Context: an optimization exercise on an open-source flow, tuned for small area, a short achievable clock period and few clock cycles per item. The choices shown serve that exercise and are no tape-out recipe.
At most, simulation tests tie the RTL to the original design; equivalence was not proved.
Power is estimated from default activity; no workload was simulated.

## bodega_tx
module bodega_tx (
    input  wire        clk,
    input  wire        rst,
    input  wire        req_valid,
    input  wire [31:0] req_word,
    output wire        req_ready,
    input  wire [11:0] rd_addr,
    output reg  [15:0] rd_data
);
    localparam [3:0] OP_BIND = 4'h7, OP_QUERY = 4'h8, OP_TARGET = 4'h9,
                     OP_SETP = 4'hA, OP_SET = 4'hB;
    function [7:0] clamp8;
        input [15:0] x;
        reg       inc;
        reg [7:0] s;
        begin
            inc = x[3] & (~x[15] | (|x[2:0]));
            s   = x[11:4] + {7'd0, inc};
            if (x[15])
                clamp8 = (x[14:11] != 4'hF) ? 8'h80 : s;
            else
                clamp8 = ((x[14:11] != 4'h0) || s[7]) ? 8'h7F : s;
        end
    endfunction
    reg [6:0]  p0;
    reg [15:0] p [1:15];
    reg        tx_err, bad_op;
    reg [12:0] tx_ck;              
    reg        k_bq, k_tgt, k_set, k_dual, lenok;
    reg        s_lock;             
    reg        s_power, s_run, s_unitf;
    reg [1:0]  s_bsaver;
    reg [7:0]  s_c1, s_c2, s_c3, s_c4, s_c5, s_c6, s_c7, s_c8, s_c9,
               s_c10, s_c11, s_c12, s_c13, s_c14, s_c15;    
    assign req_ready = 1'b1;
    wire       accept = req_valid;
    wire [3:0] op     = req_word[31:28];
    wire       is_set = accept && op == OP_SET;
    wire       set_ok = is_set && p0[4:3] != 2'd3;
    wire       is_tgt = accept && op == OP_TARGET;
    wire       is_bq  = accept && (op == OP_BIND || op == OP_QUERY);
    wire       build  = set_ok || is_tgt || is_bq;
    wire        is_setp = accept && op == OP_SETP;
    wire [15:0] wdata   = rst ? 16'd0 : req_word[15:0];
    integer j;
    always @(posedge clk) begin
        if (rst || (is_setp && req_word[19:16] == 4'd0))
            p0 <= wdata[6:0];
        for (j = 1; j < 16; j = j + 1)
            if (rst || (is_setp && req_word[19:16] == j))
                p[j] <= wdata;
    end
  ...
For scale: roughly 1,900 cells after synthesis, about 22,000 um^2 of cells after synthesis.
==> flow/config.mk <==
export PLATFORM = sky130hd
export DESIGN_NAME = bodega_tx
export DESIGN_NICKNAME = bodega_tx
export VERILOG_FILES = /design/flow/design.v
export SDC_FILE = /design/flow/constraint.sdc
export NUM_CORES = 4
export LEC_CHECK = 0
export CAP_MARGIN = 20
export CORE_MARGIN = 2
export CORE_UTILIZATION = 40
export SETUP_SLACK_MARGIN = 5
export SLEW_MARGIN = 20
==> flow/constraint.sdc <==
create_clock -name core_clock -period 12.0 [get_ports {clk}]
set_input_delay 2.4000 -clock core_clock [delete_from_list [all_inputs] [get_ports {clk}]]
set_output_delay 2.4000 -clock core_clock [all_outputs]
set_load 0.01 [all_outputs]
standard.sh (not shown) runs the stock make flow with config.mk's settings and CLKGATE_MAP_FILE= SYNTH_SCRIPT=/design/flow/synth_recipe.tcl, a recipe that flattens the netlist after the stock synthesis.
==> flow/flow/run.sh <==
#!/bin/bash
# Own layout flow: the standard flow (standard.sh) with two changes,
#  - the port buffers are plain buf_2 cells (the default choice here is a
#    delay cell, clkdlybuf4s50_1, that timing repair cannot resize away),
#  - clock tree synthesis inserts no dummy loads.
# Synthesis is the standard one, run unchanged. Each step's full output
# goes to a log file in the work folder.
set -euo pipefail
bash standard.sh synth > flow_synth.log 2>&1
bash standard.sh \
  "BUFFER_PORTS_ARGS=-buffer_cell sky130_fd_sc_hd__buf_2" \
  "CTS_ARGS=-sink_clustering_enable -repair_clock_nets -dont_use_dummy_load -sink_clustering_size 40 -sink_clustering_max_diameter 80" \
   finish > flow_layout.log 2>&1
Testbench counts at the start, summed over its fixed seeds: cycles 3,588, frames 918.
Then changed:
--- a/flow/flow/run.sh
+++ b/flow/flow/run.sh
@@ -10,4 +10,4 @@
 bash standard.sh \
   "BUFFER_PORTS_ARGS=-buffer_cell sky130_fd_sc_hd__buf_2" \
-  "CTS_ARGS=-sink_clustering_enable -repair_clock_nets -dont_use_dummy_load -sink_clustering_size 40 -sink_clustering_max_diameter 80" \
-   finish > flow_layout.log 2>&1
+  "CTS_ARGS=-sink_clustering_enable -repair_clock_nets -dont_use_dummy_load -sink_clustering_size 30 -sink_clustering_max_diameter 80" \
+  "RECOVER_POWER=100" finish > flow_layout.log 2>&1
Outcome: Now the flow reached the layout checks and failed them: max-capacitance violations, max-slew violations. Fmax drops by 24%. Area after synthesis is unchanged. Non-clock buffer count goes up by 1. Power stays flat. Worst setup slack got worse by 2.2 ns. Sequential power is about the same. Cell area falls by 0.74%. Register-to-register slack got worse by 0.61 ns. Clock-buffer cell count is unchanged. Clock skew is lower by 0.017 ns.

* * *

run A:
bodega_tx, a different RTL version from the one above (not shown whole).
Size: ~2100 cells after synthesis, roughly 64 I/O pins.
make LEC_CHECK=0 CAP_MARGIN=20 CORE_MARGIN=2 CORE_UTILIZATION=40 SETUP_SLACK_MARGIN=5 SLEW_MARGIN=20 TNS_END_PERCENT=10 finish   # period 12.0 ns
run.sh (not shown) runs the stock make flow with config.mk's settings and CLKGATE_MAP_FILE= SYNTH_SCRIPT=/design/flow/synth_recipe.tcl, a recipe that flattens the netlist after the stock synthesis.
Stock flow here: none of the scripts above is used.
Run A was carried through to the last stage, and its layout satisfied the timing, design-rule and antenna checks.
Input-level comparison between run B and run A:
# run A
export LEC_CHECK = 0
export CAP_MARGIN = 20
export CORE_MARGIN = 2
export CORE_UTILIZATION = 40
export SETUP_SLACK_MARGIN = 5
export SLEW_MARGIN = 20
export TNS_END_PERCENT = 10
create_clock -name core_clock -period 12.0 [get_ports {clk}]
# run B
export LEC_CHECK = 0
export CAP_MARGIN = 20
export CORE_MARGIN = 2
export CORE_UTILIZATION = 40
export SETUP_SLACK_MARGIN = 5
export SLEW_MARGIN = 20
create_clock -name core_clock -period 12.0 [get_ports {clk}]
## What came out
- Row register-to-register slack: run B lower / run A higher
- Between run A and run B, the flow reports maximum ir drop on the vdd rail increasing by a few percent.
- Run A has higher number of antenna violations at the first check in global routing than run B.
- In run B, wire length is higher than in run A.
- Run A -> run B: clock-pin slew on the worst setup and hold paths flat
- Cells: run B has more instances than run A
No functional check of the RTL was part of any run of this note.

* * *

Another version of the RTL of bodega_tx (not shown whole).
Size: roughly 420 flip-flops, ~64 I/O pins.
==> flow/config.mk <==
export PLATFORM = sky130hd
export DESIGN_NAME = bodega_tx
export DESIGN_NICKNAME = bodega_tx
export VERILOG_FILES = /design/flow/design.v
export SDC_FILE = /design/flow/constraint.sdc
export NUM_CORES = 4
export LEC_CHECK = 0
export CAP_MARGIN = 20
export CORE_MARGIN = 2
export CORE_UTILIZATION = 40
export SETUP_SLACK_MARGIN = 5
export SLEW_MARGIN = 20
==> flow/constraint.sdc <==
create_clock -name core_clock -period 12.0 [get_ports {clk}]
set_input_delay 2.4000 -clock core_clock [delete_from_list [all_inputs] [get_ports {clk}]]
set_output_delay 2.4000 -clock core_clock [all_outputs]
set_load 0.01 [all_outputs]
standard.sh (not shown) runs the stock make flow with config.mk's settings and CLKGATE_MAP_FILE= SYNTH_SCRIPT=/design/flow/synth_recipe.tcl, a recipe that flattens the netlist after the stock synthesis.
==> flow/flow/run.sh <==
#!/bin/bash
# Own layout flow: the standard flow (standard.sh) with two changes,
#  - the port buffers are plain buf_2 cells (the default choice here is a
#    delay cell, clkdlybuf4s50_1, that timing repair cannot resize away),
#  - clock tree synthesis inserts no dummy loads.
# Synthesis is the standard one, run unchanged. Each step's full output
# goes to a log file in the work folder.
set -euo pipefail
bash standard.sh synth > flow_synth.log 2>&1
bash standard.sh \
  "BUFFER_PORTS_ARGS=-buffer_cell sky130_fd_sc_hd__buf_2" \
  "CTS_ARGS=-sink_clustering_enable -repair_clock_nets -dont_use_dummy_load -sink_clustering_size 20 -sink_clustering_max_diameter 60 -buf_list sky130_fd_sc_hd__clkbuf_8" \
  finish > flow_layout.log 2>&1
The baseline completed with no timing, DRC or antenna violations.
Testbench counts at the start, summed over its fixed seeds: cycles 3,588, frames 918.
Change:
--- a/flow/flow/run.sh
+++ b/flow/flow/run.sh
@@ -11,3 +11,3 @@
   "BUFFER_PORTS_ARGS=-buffer_cell sky130_fd_sc_hd__buf_2" \
-  "CTS_ARGS=-sink_clustering_enable -repair_clock_nets -dont_use_dummy_load -sink_clustering_size 20 -sink_clustering_max_diameter 60 -buf_list sky130_fd_sc_hd__clkbuf_8" \
+  "CTS_ARGS=-sink_clustering_enable -repair_clock_nets -dont_use_dummy_load -sink_clustering_size 30 -sink_clustering_max_diameter 80" \
   finish > flow_layout.log 2>&1
--- a/flow/config.mk
+++ b/flow/config.mk
@@ -7,3 +7,3 @@
 export LEC_CHECK = 0
-export CAP_MARGIN = 20
+export CAP_MARGIN = 0
 export CORE_MARGIN = 2
@@ -11,2 +11,2 @@
 export SETUP_SLACK_MARGIN = 5
-export SLEW_MARGIN = 20
+export SLEW_MARGIN = 0
=> Global-route usage drops by 0.25 points. Area after synthesis does not change. Routed wire length falls by 3.9%. Worst hold slack is worse by 0.011 ns. Clock power went up by about 10%. Count of clock-buffer cells in the layout came out lower by 13. Power rises by 1.3%. Worst setup slack got worse by 0.16 ns. First-iteration DRC count fell by about 9%. Non-clock buffer count is lower by 25. Combinational power barely changes.
Change:
--- a/flow/config.mk
+++ b/flow/config.mk
@@ -7,6 +7,7 @@
 export LEC_CHECK = 0
-export CAP_MARGIN = 0
+export CAP_MARGIN = 20
 export CORE_MARGIN = 2
 export CORE_UTILIZATION = 40
+export GPL_ROUTABILITY_DRIVEN = 0
 export SETUP_SLACK_MARGIN = 5
-export SLEW_MARGIN = 0
+export SLEW_MARGIN = 20
Effect: The changed run passed the timing, design-rule and antenna checks; core utilization came out higher by 0.35 points; count of clock-buffer cells in the layout stays the same; total power came out lower by 0.51%; clock skew came out lower by 0.032 ns; area after synthesis does not change; die area is unchanged; routed wire length came out lower by 8.6%.
Change:
--- a/flow/config.mk
+++ b/flow/config.mk
@@ -10,3 +10,2 @@
 export CORE_UTILIZATION = 40
-export GPL_ROUTABILITY_DRIVEN = 0
 export SETUP_SLACK_MARGIN = 5
After rerunning: Setup slack is worse by 0.068 ns; global-route usage rose by 2.8 points; final cell count stays flat; area after synthesis is unchanged; final area fell slightly; clock skew rose by 0.031 ns; critical path depth does not change.

==> static timing again, ports no longer ideal <==
Ports are ideal in the flow. The routed layouts listed here were re-timed in OpenROAD.
Step 1 sets driving cells, clkbuf_16 on the clock port and buf_2 on the other inputs (assumed; they add their load-dependent delay and slew).
Step 2 times the ports against the registers' clock, not the clock port: input delays grow and output delays shrink by t, the midpoint of the rising clock arrivals with the driver on.
Slacks: ideal / step 1 / step 2; pairs: ideal / step 1.
run | shift t [ns] | slack for setup (ns) | worst register clock-pin slew, ns | worst slew at a driven data input, ns | cell pins on the clock port's net
the first run of note 1 | 0.627 | 4.956 / 4.759 / 4.703 | 0.12 / 0.12 | 0.27 | 1
the second run of note 1 | 0.637 | 2.743 / 2.706 / 2.706 | 0.11 / 0.11 | 0.29 | 1
run A | 0.657 | 4.660 / 4.466 / 4.466 | 0.07 / 0.07 | 0.34 | 1
run B | 0.665 | 4.922 / 4.662 / 4.662 | 0.07 / 0.07 | 0.33 | 1
the first run of note 3 | 0.666 | 4.992 / 4.821 / 4.821 | 0.12 / 0.12 | 0.20 | 1
the second run of note 3 | 0.625 | 4.834 / 4.770 / 4.770 | 0.11 / 0.11 | 0.07 | 1
the third run of note 3 | 0.611 | 4.933 / 4.844 / 4.844 | 0.12 / 0.12 | 0.17 | 1
the fourth run of note 3 | 0.625 | 4.864 / 4.799 / 4.799 | 0.12 / 0.12 | 0.07 | 1
The setup slack of run B, which loses most, moves by -0.260 ns with the drivers and by -0.260 ns with both steps.
